This is an optimization exercise on Yosys and OpenROAD, whose aim is small area, a short achievable clock period and few clock cycles, not a production implementation. Where RTL was checked, it was by simulation tests only, not by an equivalence proof against the original. Power is estimated from default activity; no workload was simulated.

// cw_core
module cw_core (
    input  wire        clk,
    input  wire        rst,
    input  wire        cfg_mode,
    input  wire [15:0] cfg_debounce,
    input  wire        cfg_wgp,
    input  wire        cfg_ot_en,
    input  wire        cfg_st_en,
    input  wire        op_valid,
    output wire        op_ready,
    input  wire [39:0] op_word,
    output reg         resp_valid,
    output reg  [8:0]  resp,
    output wire        key_out,
    output reg         tone_tx,
    output reg         sidetone
);
    localparam [7:0] EMPTY   = 8'h00;
    localparam [7:0] ERRCH   = 8'h23;
    localparam [7:0] SPACECH = 8'h20;
    localparam [7:0] FILL    = 8'h2A;
    localparam [2:0] PH_IDLE       = 3'b000;
    localparam [2:0] PH_ASSERT     = 3'b100;
    localparam [2:0] PH_GAP_SYMBOL = 3'b001;
    localparam [2:0] PH_GAP_LETTER = 3'b010;
    localparam [2:0] PH_WORD_GAP   = 3'b011;
    localparam [10:0] DOT_RESET  = 11'd92;
    localparam [11:0] DASH_RESET = 12'd276;
    localparam [13:0] WGAP_RESET = 14'd646;
    localparam [13:0] W23_RESET  = 14'd430;    
    function automatic [7:0] lookup(input [6:0] idx);
        begin
            lookup =
                (idx == 7'h00) ? 8'h20 :
                (idx == 7'h01) ? 8'h45 :
                (idx == 7'h02) ? 8'h54 :
                (idx == 7'h03) ? 8'h49 :
                (idx == 7'h04) ? 8'h41 :
                (idx == 7'h05) ? 8'h4E :
                (idx == 7'h06) ? 8'h4D :
                (idx == 7'h07) ? 8'h53 :
                (idx == 7'h08) ? 8'h55 :
                (idx == 7'h09) ? 8'h52 :
                (idx == 7'h0A) ? 8'h57 :
                (idx == 7'h0B) ? 8'h44 :
                (idx == 7'h0C) ? 8'h4B :
                (idx == 7'h0D) ? 8'h47 :
  ...
Settings: LEC_CHECK=0, CAP_MARGIN=50, CORE_MARGIN=2, CORE_UTILIZATION=40, SLEW_MARGIN=70; clock period 32.0 ns.
standard.sh (not shown) runs the stock make flow with config.mk's settings and CLKGATE_MAP_FILE= SYNTH_SCRIPT=/design/flow/synth_recipe.tcl, a recipe that flattens the netlist after the stock synthesis.
==> flow/flow/run.sh <==
#!/bin/bash
# Own layout flow: the standard flow, except that the port buffers that
# global placement inserts (inputN / outputN) are made plain buffers
# (sky130_fd_sc_hd__buf_2) instead of delay buffers before clock-tree
# synthesis. Each tool's output goes to a log of its own in this folder.
set -euo pipefail
RES=orfs/results/${FLOW_PLATFORM}/cw_core/base
bash standard.sh synth          > log_1_synth.log 2>&1
bash standard.sh floorplan      > log_2_floorplan.log 2>&1
bash standard.sh place          > log_3_place.log 2>&1
cat > port_buffers.tcl <<EOT
read_db $RES/3_place.odb
set db [ord::get_db]
set buf [\$db findMaster sky130_fd_sc_hd__buf_2]
set n 0
foreach inst [[ord::get_db_block] getInsts] {
  if {[regexp {^(input|output)[0-9]+\$} [\$inst getName]] &&
      [string match {sky130_fd_sc_hd__clkdlybuf*} [[\$inst getMaster] getName]]} {
    \$inst swapMaster \$buf
    incr n
  }
}
puts "swapped \$n port buffers"
detailed_placement
check_placement -verbose
write_db $RES/3_place.odb
EOT
openroad -no_init -exit port_buffers.tcl > log_3_port_buffers.log 2>&1
bash standard.sh finish         > log_4_finish.log 2>&1
The first run went through all stages and came out clean.
Next try:
- CAP_MARGIN: 50 -> 20
- SLEW_MARGIN: 70 -> 20
Result: Power goes down slightly. Global-route usage goes down by 0.21 points. Worst hold slack barely changes. Critical path depth goes up by 19. Cell count goes down slightly. Worst setup slack is worse by 0.30 ns. Via count goes down slightly. Count of clock-buffer cells in the layout goes up by 1. Routed wire length goes down slightly. Die area does not change.
No functional check of the RTL was part of any run of this note.

* * *

== v29 ==
cw_core, a different RTL version from the one above (not shown whole).
For scale: about 3200 cells after synthesis, roughly 340 flip-flops.
clock: 32.0 ns
lec_check: 0
abc_area: 1
cap_margin: 50
core_margin: 2
core_utilization: 40
cts_cluster_diameter: 80
cts_cluster_size: 25
slew_margin: 70
Scripts as last shown in full above: flow/flow/run.sh
[inputs] v33 vs v29
# v29
export LEC_CHECK = 0
export ABC_AREA = 1
export CAP_MARGIN = 50
export CORE_MARGIN = 2
export CORE_UTILIZATION = 40
export CTS_CLUSTER_DIAMETER = 80
export CTS_CLUSTER_SIZE = 25
export SLEW_MARGIN = 70
create_clock -name core_clock -period 32.0 [get_ports {clk}]
# v33
export LEC_CHECK = 0
export ABC_AREA = 1
export CAP_MARGIN = 50
export CORE_MARGIN = 2
export CORE_UTILIZATION = 40
export CTS_CLUSTER_DIAMETER = 110
export CTS_CLUSTER_SIZE = 20
export SLEW_MARGIN = 70
create_clock -name core_clock -period 32.0 [get_ports {clk}]
==> comparison <==
First-iteration DRC count (v33 vs. v29) increases slightly. Compare v33 and v29 | transition time at the pin with the least slew margin higher: v29. Diff v29..v33 | met1 track utilization from global routing | negligible.
No run of this note included a check of the RTL's function; only the layout flow was run.

* * *

cw_core, a different RTL version from the one above (not shown whole).
For scale: ~77 I/O pins, roughly 24000 um2 of cells after synthesis.
## cw_core
module cw_core (
    input  wire        clk,
    input  wire        rst,
    input  wire        cfg_mode,
    input  wire [15:0] cfg_debounce,
    input  wire        cfg_wgp,
    input  wire        cfg_ot_en,
    input  wire        cfg_st_en,
    input  wire        op_valid,
    output wire        op_ready,
    input  wire [39:0] op_word,
    output reg         resp_valid,
    output reg  [8:0]  resp,
    output wire        key_out,
    output reg         tone_tx,
    output reg         sidetone
);
    localparam [7:0] EMPTY   = 8'h00;
    localparam [7:0] ERRCH   = 8'h23;
    localparam [7:0] SPACECH = 8'h20;
    localparam [7:0] FILL    = 8'h2A;
    localparam [2:0] PH_IDLE       = 3'b000;
    localparam [2:0] PH_ASSERT     = 3'b100;
    localparam [2:0] PH_GAP_SYMBOL = 3'b001;
    localparam [2:0] PH_GAP_LETTER = 3'b010;
    localparam [2:0] PH_WORD_GAP   = 3'b011;
    localparam [10:0] DOT_RESET  = 11'd92;
    localparam [11:0] DASH_RESET = 12'd276;
    localparam [13:0] WGAP_RESET = 14'd646;
    localparam [13:0] W23_RESET  = 14'd430;    
    function automatic [7:0] lookup(input [6:0] idx);
        begin
            case (idx)
                7'd0: lookup = 8'h20;
                7'd1: lookup = 8'h45;
                7'd2: lookup = 8'h54;
                7'd3: lookup = 8'h49;
                7'd4: lookup = 8'h41;
                7'd5: lookup = 8'h4E;
                7'd6: lookup = 8'h4D;
                7'd7: lookup = 8'h53;
                7'd8: lookup = 8'h55;
  ...
Settings: LEC_CHECK=0, ABC_AREA=1, CAP_MARGIN=20, CORE_MARGIN=2, CORE_UTILIZATION=40, CTS_CLUSTER_DIAMETER=110, CTS_CLUSTER_SIZE=20, SLEW_MARGIN=20; clock period 32.0 ns.
Scripts as last shown in full above: flow/flow/run.sh
Testbench counts at the start, summed over its fixed seeds: cycles 249,101.
Then changed:
==> flow/flow/run.sh (replaced) <==
#!/bin/bash
# Own layout flow: the standard flow, with two changes made after global
# placement and before clock-tree synthesis:
# - the port buffers that placement inserts (inputN / outputN) become plain
#   buffers (buf_2 for inputs, buf_4 for outputs) instead of delay buffers;
# - the flip-flops that drive an output port's buffer get drive strength 2
#   (same cell type, dfxtp).
# Cells are then legalised again. Each tool's output goes to a log of its own
# in this folder.
set -euo pipefail
RES=orfs/results/${FLOW_PLATFORM}/cw_core/base
bash standard.sh synth          > log_1_synth.log 2>&1
bash standard.sh floorplan      > log_2_floorplan.log 2>&1
bash standard.sh place          > log_3_place.log 2>&1
cat > port_buffers.tcl <<EOT
read_db $RES/3_place.odb
set db [ord::get_db]
set bin  [\$db findMaster sky130_fd_sc_hd__buf_2]
set bout [\$db findMaster sky130_fd_sc_hd__buf_4]
set ff2  [\$db findMaster sky130_fd_sc_hd__dfxtp_2]
set n 0
set m 0
foreach inst [[ord::get_db_block] getInsts] {
  set name [\$inst getName]
  if {![string match {sky130_fd_sc_hd__clkdlybuf*} [[\$inst getMaster] getName]]} { continue }
  if {[regexp {^input[0-9]+\$} \$name]} {
    \$inst swapMaster \$bin
    incr n
  } elseif {[regexp {^output[0-9]+\$} \$name]} {
    \$inst swapMaster \$bout
    incr n
    set net [[\$inst findITerm A] getNet]
    foreach it [\$net getITerms] {
      if {[\$it isOutputSignal]} {
        set drv [\$it getInst]
        if {[[\$drv getMaster] getName] eq "sky130_fd_sc_hd__dfxtp_1"} {
          \$drv swapMaster \$ff2
          incr m
        }
      }
    }
  }
}
puts "swapped \$n port buffers, \$m output flip-flops"
detailed_placement
check_placement -verbose
write_db $RES/3_place.odb
EOT
openroad -no_init -exit port_buffers.tcl > log_3_port_buffers.log 2>&1
bash standard.sh finish         > log_4_finish.log 2>&1
Outcome: The new run produced a clean layout; synthesized area stays the same; die area does not change; worst setup slack is better by 0.046 ns; register-to-register slack is worse by 0.04 ns; cell count stays flat; clock power increases by a few percent; flip-flop and latch count is unchanged; first-iteration DRC count increases slightly.
Then changed:
==> flow/flow/run.sh (replaced) <==
#!/bin/bash
# Own layout flow: the standard flow, except that the port buffers that
# global placement inserts (inputN / outputN) are made plain buffers
# (sky130_fd_sc_hd__buf_2) instead of delay buffers before clock-tree
# synthesis. Each tool's output goes to a log of its own in this folder.
set -euo pipefail
RES=orfs/results/${FLOW_PLATFORM}/cw_core/base
bash standard.sh synth          > log_1_synth.log 2>&1
bash standard.sh floorplan      > log_2_floorplan.log 2>&1
bash standard.sh place          > log_3_place.log 2>&1
cat > port_buffers.tcl <<EOT
read_db $RES/3_place.odb
set db [ord::get_db]
set buf [\$db findMaster sky130_fd_sc_hd__buf_2]
set n 0
foreach inst [[ord::get_db_block] getInsts] {
  if {[regexp {^(input|output)[0-9]+\$} [\$inst getName]] &&
      [string match {sky130_fd_sc_hd__clkdlybuf*} [[\$inst getMaster] getName]]} {
    \$inst swapMaster \$buf
    incr n
  }
}
puts "swapped \$n port buffers"
detailed_placement
check_placement -verbose
write_db $RES/3_place.odb
EOT
openroad -no_init -exit port_buffers.tcl > log_3_port_buffers.log 2>&1
bash standard.sh finish         > log_4_finish.log 2>&1
Settings changed: CAP_MARGIN 20 to 50, SLEW_MARGIN 20 to 70.
Outcome: Routed wire length increases slightly. First-iteration DRC count grows by about a fifth. Global-route usage went up by 0.21 points. Clock skew climbs by 0.012 ns. Total power climbs slightly.

## static timing again, ports no longer ideal
Ports are ideal in the flow. The routed layouts listed here were re-timed in OpenROAD. Step 1, drivers: a clkbuf_16 drives clk and a buf_2 each remaining input, both assumed. Step 2 moves the port delays by t, midway between the first and last clock arrival at a register: inputs arrive t later, outputs are due t later. That takes back most of the time a late clock gives input paths. Slacks: ideal / step 1 / step 2; pairs: ideal / step 1.
run | shift t [ns] | setup slack, ns | cell pins on the clock port's net
the first run of note 1 | 0.652 | 24.504 / 24.442 / 24.601 | 1
the second run of note 1 | 0.650 | 24.206 / 24.206 / 24.206 | 1
v29 | 0.646 | 24.506 / 24.448 / 24.779 | 1
v33 | 0.628 | 24.520 / 24.463 / 24.791 | 1
the first run of note 3 | 0.603 | 24.542 / 24.486 / 24.551 | 1
the second run of note 3 | 0.607 | 24.588 / 24.533 / 24.556 | 1
the third run of note 3 | 0.617 | 24.551 / 24.497 / 24.552 | 1
After both steps setup and hold are still met in every run listed. The setup slack of the second run of note 3, which loses most, moves by -0.055 ns with the drivers and by -0.032 ns with both steps.
